This design comes from an exercise in tuning for a short achievable clock period and few clock cycles per item on the open sky130 flow, not from production work.
RTL that was checked went through simulation tests only; none was proved equivalent to the original.
The RTL of run 2 was laid out without a check of its function.
In every run shown here, the design's own scripts or RTL, not TritonCTS, make the clock network.
The clock input has no modelled driver; a real chip could not lean on it and would need a root buffer or a full tree.
Power figures rest on the tool's default switching activity, not on a simulated workload.

## flow/design.v (module list and top-level ports; edited modules follow where they fit)
// module ook_encoder: 953 lines
// module ook_decoder: 7456 lines
// module fht8v_ook_codec: 34 lines
module fht8v_ook_codec (
  input  wire        clk,
  input  wire        rst,
  input  wire        enc_in_valid,
  output wire        enc_in_ready,
  input  wire [47:0] enc_in_msg,
  output wire        enc_out_valid,
  input  wire        enc_out_ready,
  output wire [7:0]  enc_out_byte,
  output wire        enc_out_last,
  input  wire        dec_in_valid,
  output wire        dec_in_ready,
  input  wire [7:0]  dec_in_byte,
  input  wire        dec_in_last,
  input  wire        dec_in_strict,
  output wire        dec_out_valid,
  input  wire        dec_out_ready,
  output wire [47:0] dec_out_msg,
  output wire [1:0]  dec_out_err
);
  // ...
==> flow/flow/run.sh <==
#!/bin/bash
set -euo pipefail
export PRE_CTS_TCL="$PWD/flow/mytree.tcl"
export MT_GROUP=24
export MT_ROOTS=4
export MT_BUF=sky130_fd_sc_hd__buf_12
bash standard.sh > standard_flow.log 2>&1
==> flow/flow/mytree.tcl <==
rename clock_tree_synthesis __triton_cts
proc mt_split {items ngroups} {
  # split items ({iterm x y}) into ngroups groups of about equal size by
  # cutting at the median of the longer side, recursively
  if {$ngroups <= 1} { return [list $items] }
  set xs [lmap i $items {lindex $i 1}]
  set ys [lmap i $items {lindex $i 2}]
  set dx [expr {[tcl::mathfunc::max {*}$xs] - [tcl::mathfunc::min {*}$xs]}]
  set dy [expr {[tcl::mathfunc::max {*}$ys] - [tcl::mathfunc::min {*}$ys]}]
  set idx [expr {$dx >= $dy ? 1 : 2}]
  set sorted [lsort -integer -index $idx $items]
  set n [llength $sorted]
  set left [expr {$ngroups / 2}]
  set cut [expr {int(round(double($n) * $left / $ngroups))}]
  return [concat [mt_split [lrange $sorted 0 [expr {$cut - 1}]] $left] \
                 [mt_split [lrange $sorted $cut end] [expr {$ngroups - $left}]]]
}
proc mt_center {items} {
  set sx 0; set sy 0
  foreach s $items { set sx [expr {$sx + [lindex $s 1]}]; set sy [expr {$sy + [lindex $s 2]}] }
  set n [llength $items]
  return [list [expr {int($sx / $n)}] [expr {int($sy / $n)}]]
}
proc mt_buf {block master name innet outnet x y} {
  set inst [odb::dbInst_create $block $master $name]
  [$inst findITerm A] connect $innet
  [$inst findITerm X] connect $outnet
  $inst setLocation $x $y
  $inst setPlacementStatus PLACED
  return $inst
}
proc clock_tree_synthesis {args} {
  set gmax $::env(MT_GROUP)
  set nroots $::env(MT_ROOTS)
  set block [ord::get_db_block]
  set db [ord::get_db]
  set master [$db findMaster $::env(MT_BUF)]
  set clk [$block findNet clk]
  set items {}
  foreach it [$clk getITerms] {
    set bb [[$it getInst] getBBox]
    lappend items [list $it [expr {([$bb xMin] + [$bb xMax]) / 2}] [expr {([$bb yMin] + [$bb yMax]) / 2}]]
  }
  set n [llength $items]
  set nleaves [expr {int(ceil(double($n) / $gmax))}]
  # leaves per root, rounded up to a whole number per root
  set per [expr {int(ceil(double($nleaves) / $nroots))}]
  set nleaves [expr {$per * $nroots}]
  set regions [mt_split $items $nroots]
  puts "mytree: $n sinks, $nroots roots, $per leaves per root"
  set li 0
  set ri 0
  foreach reg $regions {
    set rnet [odb::dbNet_create $block clknet_root_$ri]
    $rnet setSigType CLOCK
    set groups [mt_split $reg $per]
    set leafpos {}
    foreach g $groups {
      set net [odb::dbNet_create $block clknet_leaf_$li]
      $net setSigType CLOCK
      foreach s $g {
        set it [lindex $s 0]
        $it disconnect
        $it connect $net
      }
      lassign [mt_center $g] gx gy
      mt_buf $block $master cts_leaf_$li $rnet $net $gx $gy
      lappend leafpos [list {} $gx $gy]
      puts "mytree: root $ri leaf $li: [llength $g] sinks at [expr {$gx / 1000.0}] [expr {$gy / 1000.0}]"
      incr li
    }
    lassign [mt_center $leafpos] rx ry
    mt_buf $block $master cts_root_$ri $clk $rnet $rx $ry
    incr ri
  }
  $clk setSigType CLOCK
  set_propagated_clock [all_clocks]
}
==> flow/standard.sh <==
#!/bin/bash
# synth_recipe.tcl (not shown) runs the flow's synth.tcl, then flattens the netlist and writes it again
# the make line also repeats each setting of config.mk as NAME=value (left out here)
make -C /OpenROAD-flow-scripts/flow DESIGN_CONFIG=/design/flow/config.mk WORK_HOME=/design/flow/orfs CLKGATE_MAP_FILE= SYNTH_SCRIPT=/design/flow/synth_recipe.tcl "${@:-finish}"
==> flow/config.mk <==
export PLATFORM = sky130hd
export DESIGN_NAME = fht8v_ook_codec
export DESIGN_NICKNAME = fht8v_ook_codec
export VERILOG_FILES = /design/flow/design.v
export SDC_FILE = /design/flow/constraint.sdc
export NUM_CORES = 4
export LEC_CHECK = 0
export ABC_CLOCK_PERIOD_IN_PS = 1500
export CAP_MARGIN = 20
export CORE_MARGIN = 2
export CORE_UTILIZATION = 55
export CTS_BUF_LIST = sky130_fd_sc_hd__clkbuf_16 sky130_fd_sc_hd__clkbuf_8
export CTS_CLUSTER_DIAMETER = 60
export CTS_CLUSTER_SIZE = 24
export SETUP_SLACK_MARGIN = 3.5
export SLEW_MARGIN = 20
==> flow/constraint.sdc <==
create_clock -name core_clock -period 5.0 [get_ports {clk}]
set_input_delay 1.0000 -clock core_clock [delete_from_list [all_inputs] [get_ports {clk}]]
set_output_delay 1.0000 -clock core_clock [all_outputs]
set_load 0.01 [all_outputs]
==> reports/results.ini, run 1 <==
[routing]
via_per_inst = 5.99
drtIter0Drc = 1534
met3WireLength_mm = 3.11
drc_errors = 0
drt_first_pass_iters = 7
wl_met1_mm = 24.1

[yosys]
yosys.area.top_type = edfxtp_1
synth_area_leaders = edfxtp_1, dfxtp_1, mux2i_1
syn_nets = 2030

[timing]
tightestPinTransition_ns = 0.722
fmax_mhz = 557
setup-violations-final = 0
holdWs_ns = 0.334
final_max_slew_viol_count = 0
worst_clock_skew_ns = 0.0217

[die]
ios = 127
fp-row-count = 72
die-area_um2 = 41100

[finish]
top_area_cell_class = sequential cells
final_cells = 2806
reg.largest.list = u_dec.qmsg (96), u_enc.vbody (53), u_enc.body (51)
fillers = 2267
inverters = 30
fin_util = 0.790
seq_area_um2 = 13400
top_register = u_dec.qmsg
stdcell_area_um2 = 30700

[power_and_ir_drop]
switching_share = 0.256
p_int_mw = 6.32
top_power_group = registers

[global_routing]
antenna_found_initial = 0
grt_usage = 0.262

[placed_design]
placed_cell_area_um2 = 23700
dpl.cell_count = 2479

[setup_path]
crit_path_start_kind = flop
cp_num_buf_inv = 1
r2r-start = u_dec.d4d1
crit_end = dec_out_msg[43]

[clock_network]
insertion_delay_ns = 0.32
post-cts-setup-buffers = 156

[worst_hold_path]
hold_end = u_dec.d3e[0]
holdPathStages = 0
hold_path.class = reg2reg

[status]
status = timing/DRC/antenna clean

[run]
maxCapViolCount = 0

Testbench counts, summed over its fixed seeds: cycles 33,894, items 768.
==> inputs of run 2 (changes only) <==
--- a/flow/design.v
+++ b/flow/design.v
@@ -8383,34 +8383,43 @@
   wire qpop  = (rempty || res_ready) && qcnt[0];
   always @(posedge clk) begin
     if (qfree) begin
       qmsg[wp] <= r6m;
       qerr[wp] <= r6e;
     end
     if (rst) begin
       rv <= 1'b0; rempty <= 1'b1; qcnt <= 2'd0; wp <= 1'b0; rp <= 1'b0;
-      rmsg <= 48'd0; rerr <= E_OK;
     end else begin
       if (rempty || res_ready) begin
         rv     <= qcnt[0];
         rempty <= !qcnt[0];
-        rmsg   <= qmsg[rp];
-        rerr   <= qerr[rp];
       end
       if (qpop)
         rp <= !rp;
       if (r6v)
         wp <= !wp;
       if (r6v && !qpop)
         qcnt <= {qcnt[0], 1'b1};
       else if (!r6v && qpop)
         qcnt <= {1'b0, qcnt[1]};
     end
   end
+  reg  [49:0] nhold;
+  wire [49:0] rhead = {qmsg[rp], qerr[rp]};
+  wire [49:0] rkeep = rempty ? rhead : ~nhold;
+  always @(posedge clk) begin
+    if (rst) begin
+      {rmsg, rerr} <= 50'd0;
+      nhold        <= {50{1'b1}};
+    end else begin
+      {rmsg, rerr} <= res_ready ? rhead : rkeep;
+      nhold        <= ~(res_ready ? rhead : rkeep);
+    end
+  end
 endmodule
 module fht8v_ook_codec (
   input  wire        clk,
   input  wire        rst,
   input  wire        enc_in_valid,
   output wire        enc_in_ready,
   input  wire [47:0] enc_in_msg,
   output wire        enc_out_valid,
--- a/flow/config.mk
+++ b/flow/config.mk
@@ -7,10 +7,10 @@
 export LEC_CHECK = 0
 export ABC_CLOCK_PERIOD_IN_PS = 1500
 export CAP_MARGIN = 20
 export CORE_MARGIN = 2
 export CORE_UTILIZATION = 55
 export CTS_BUF_LIST = sky130_fd_sc_hd__clkbuf_16 sky130_fd_sc_hd__clkbuf_8
 export CTS_CLUSTER_DIAMETER = 60
 export CTS_CLUSTER_SIZE = 24
-export SETUP_SLACK_MARGIN = 3.5
+export SETUP_SLACK_MARGIN = 3.3
 export SLEW_MARGIN = 20
==> run 2 against run 1 <==
  * Sequential power up 9.1%
  * Critical path depth increased by 8
  * Flip-flop and latch count up 51
  * Combinational power fell by 34%
  * Synthesized area up 6.0%
  * Via count shrank 11%
  * Clock skew up 0.0022 ns
==> reports/results.ini, run 2 <==
[status]
status = timing/DRC/antenna clean

[global_routing]
grt_pass1_vias = 14600
grt_pass1_wl_mm = 81.0
grt_usage = 0.230  ; -0.0321
gr-total-overflow = 0
grt_max_degree = 63
antenna_found_initial = 0  ; unchanged

[clock_network]
insertion_delay_ns = 0.32  ; about the same
cts.hold.buffers_added = 0
clk_pin_slew_ns = 0.09

[finish]
seq_area_um2 = 14300  ; +7.0%
final_cells = 2607  ; -7.1%
area_growth_pct = 21.7
top_register = u_dec.qmsg
drive_gt1_frac = 0.243
fillers = 3057  ; +35%
final_common_cell = edfxtp_1
diodes = 0
stdcell_area_um2 = 28000  ; -8.7%
reg.largest.list = u_dec.qmsg (96), u_enc.vbody (53), u_enc.body (51)
multi_input_area_um2 = 9210
final_cell_mix = edfxtp_1, dfxtp_1, mux2i_1
largest_reg_flops = 96
fin_nets = 2147

[yosys]
syn_nets = 2012  ; -0.89%
syn_avg_cell_area_um2 = 11.9
synthTopCellsByCount = dfxtp_1, edfxtp_1, mux2i_1
yosysSeqAreaShare = 0.616
synth_edf_count = 265
yosys.area.top_type = edfxtp_1
ys_types = 67
syn_area_um2 = 23000
synth_flop_cell = dfxtp_1
yosysTopAreaCellShare = 0.345
ys_async_sr_fraction = 0
ys_seq_elements = 577
yosysWarnings = 2
synth_area_leaders = edfxtp_1, dfxtp_1, mux2i_1
syn_inst = 1942
yosysMostFrequentCell = dfxtp_1

[worst_hold_path]
hold_end = u_dec.d3s
min_from = u_dec.d2s
holdPathStages = 0  ; unchanged
hold_path.class = reg2reg

[timing]
final_max_slew_viol_count = 0  ; unchanged
min_period_ns = 1.88
rsz0062_at_grt = yes
tightestPinTransition_ns = 0.754  ; +0.0328 ns
worst_clock_skew_ns = 0.0239  ; +0.00221 ns
setup-violations-final = 0  ; unchanged
max_slew_margin = 0.494
fin_crit_sh = 0.375
fmax_mhz = 533  ; -4.2%
finalSetupTns_ns = 0
hold_viol = 0

[setup_path]
path_cells = buf_8, nor2_4, buf_12, buf_6, buf_12, buf_16, a211oi_4, a211oi_4, inv_1
worstPathRequired_ns = 5.22
critPathCaptureType = flop
cp_max_fo = 7
startpoint = dec_out_ready
reg2reg_depth = 7
r2r-start = u_dec.d4k2
r2r_setup_slack_ns = 3.20
crit_path_start_kind = primary input
path_delay_family = buffers and inverters
arrival_ns = 2.09
crit_slowest_cell = a211oi_4
r2r_end = u_dec.qcnt[1]
cp_num_buf_inv = 6  ; +5
max_stage_delay_ns = 0.25
critPathKind = in2reg

[die]
core-area_um2 = 41100
start_util = 0.560
die-area_um2 = 43500  ; +5.8%
ios = 127  ; unchanged
die_h_um = 209
die_x_um = 209
fp-row-count = 74  ; +2.8%

[run]
maxCapViolCount = 0  ; unchanged

[placed_design]
gp_congestion = 0.830
port_buffers = 126
dpl.cell_count = 2476  ; -0.12%
hpwl_mm = 27.3
placed_cell_area_um2 = 24900  ; +5.0%

[routing]
wl_per_cell_um = 20.0
drc_errors = 0  ; unchanged
drtIter0Drc = 993  ; -35%
drt_first_pass_iters = 7  ; unchanged
ant_nets = 0
totalWireLength_mm = 52.1
vias = 14900
via_per_inst = 5.73  ; -4.3%

[power_and_ir_drop]
finalPower_mw = 8.72
peakVddDrop_v = 0.000205
p_per_area_nw_per_um2 = 311
p_leak_nw = 10.2

-- run 2: metrics by stage --
stage	worst slack, ns	hold slack (ns)	util
4_1_cts	3.14	0.332	0.661
5_1_grt	3.08	0.349	0.682
6_report	3.12	0.330	0.682
3_5_place_dp	2.05	0.312	0.605
3_3_place_gp	2.13	0.310	0.604
2_1_floorplan	2.98	0.310	-
-- run 2: worst register-to-register path: cells and delay by family (launching register included) --
family | cells | cell delay, ns
AND/OR/NAND/NOR | 4 | 0.71
AO/OA/AOI/OAI | 2 | 0.37
flip-flops | 1 | 0.33
adder cells (fa/ha/maj) | 1 | 0.30
-- run 2: kinds of logic (layout without fill, tap and decap cells) --
group,after synthesis,after routing,share of synthesized area
compound gates,381,382,0.111
fa+ha+maj,6,6,0.00326
simple gates,457,459,0.0931
mux,263,264,0.118
buf+inv,210,339,0.0397
flops,577,577,0.616
xor+xnor,48,48,0.0182
-- run 2: area by class of cell --
| type | count | share of cell area |
|---|---|---|
| Sequential cell | 577 | 0.511 |
| Inverter | 74 | 0.0104 |
| Tap cell | 532 | 0.0237 |
| Timing Repair inverter | 4 | 0.00107 |
| Buffer | 32 | 0.0229 |
| Multi-Input combinational cell | 1159 | 0.328 |
| Timing Repair Buffer | 229 | 0.102 |
-- run 2: routing by layer --
| metal | part of all wire | global-route usage |
|---|---|---|
| met4 | 0.019 | 0.0399 |
| met2 | 0.47 | 0.378 |
| met3 | 0.042 | 0.0234 |
| met5 | 0 | 0 |
| met1 | 0.47 | 0.336 |
-- run 2: repair_timing --
action | 4_1_cts | 5_1_grt
buffers inserted | 39 | 26
pin swaps | 40 | 25
endpoints found under the hold margin | 0 | 0
gates resized for setup | 505 | 103
gates cloned | 28 | 6
setup endpoints to repair | 603 | 361
-- run 2: worst max path at each step --
| stage | slack (ns) | cells after the start | endpoint |
|---|---|---|---|
| after global placement | 2.13 | 4 | u_enc.body[28] |
| after global routing | 3.08 | 9 | u_dec.nhold[49] |
| final | 3.12 | 9 | u_dec.nhold[49] |
| after detailed placement | 2.05 | 4 | u_enc.body[16] |
| after CTS | 3.14 | 9 | u_dec.nhold[13] |
| after floorplan | 2.98 | 4 | u_enc.sb[0] |
-- run 2: report_power, final --
group / total, mW / internal (mW) / switching [mW]
sequential: 5.37 / 5.19 / 0.175
clock: 2.42 / 1.01 / 1.41
combinational: 0.929 / 0.457 / 0.472

static timing again, ports no longer ideal:
The results above use ideal ports. As a check the final layouts listed here were re-extracted and re-timed, cells and wires unchanged. Step 1 (the two cells are an assumption about what drives the block):
set clk [get_ports {clk}]
set_driving_cell -lib_cell sky130_fd_sc_hd__clkbuf_16 $clk
set_driving_cell -lib_cell sky130_fd_sc_hd__buf_2 [delete_from_list [all_inputs] $clk]
Step 2 times the ports against the registers' clock, not the clock port: input delays grow and output delays shrink by t, the midpoint of the rising clock arrivals with the driver on. a / b / c = ideal / step 1 / step 2; a / b = the first two.
run	shift t [ns]	slack for setup (ns)	clock arrival spread, ns	worst slew at a driven data input, ns
run 1	0.428	3.204 / 3.081 / 2.873	0.024 / 0.025	0.08
run 2	0.438	3.125 / 3.076 / 2.743	0.025 / 0.024	0.15
After both steps setup and hold are still met in every run listed. For run 2, which loses most, drivers alone change the setup slack by -0.049 ns; drivers and shift together by -0.382 ns.
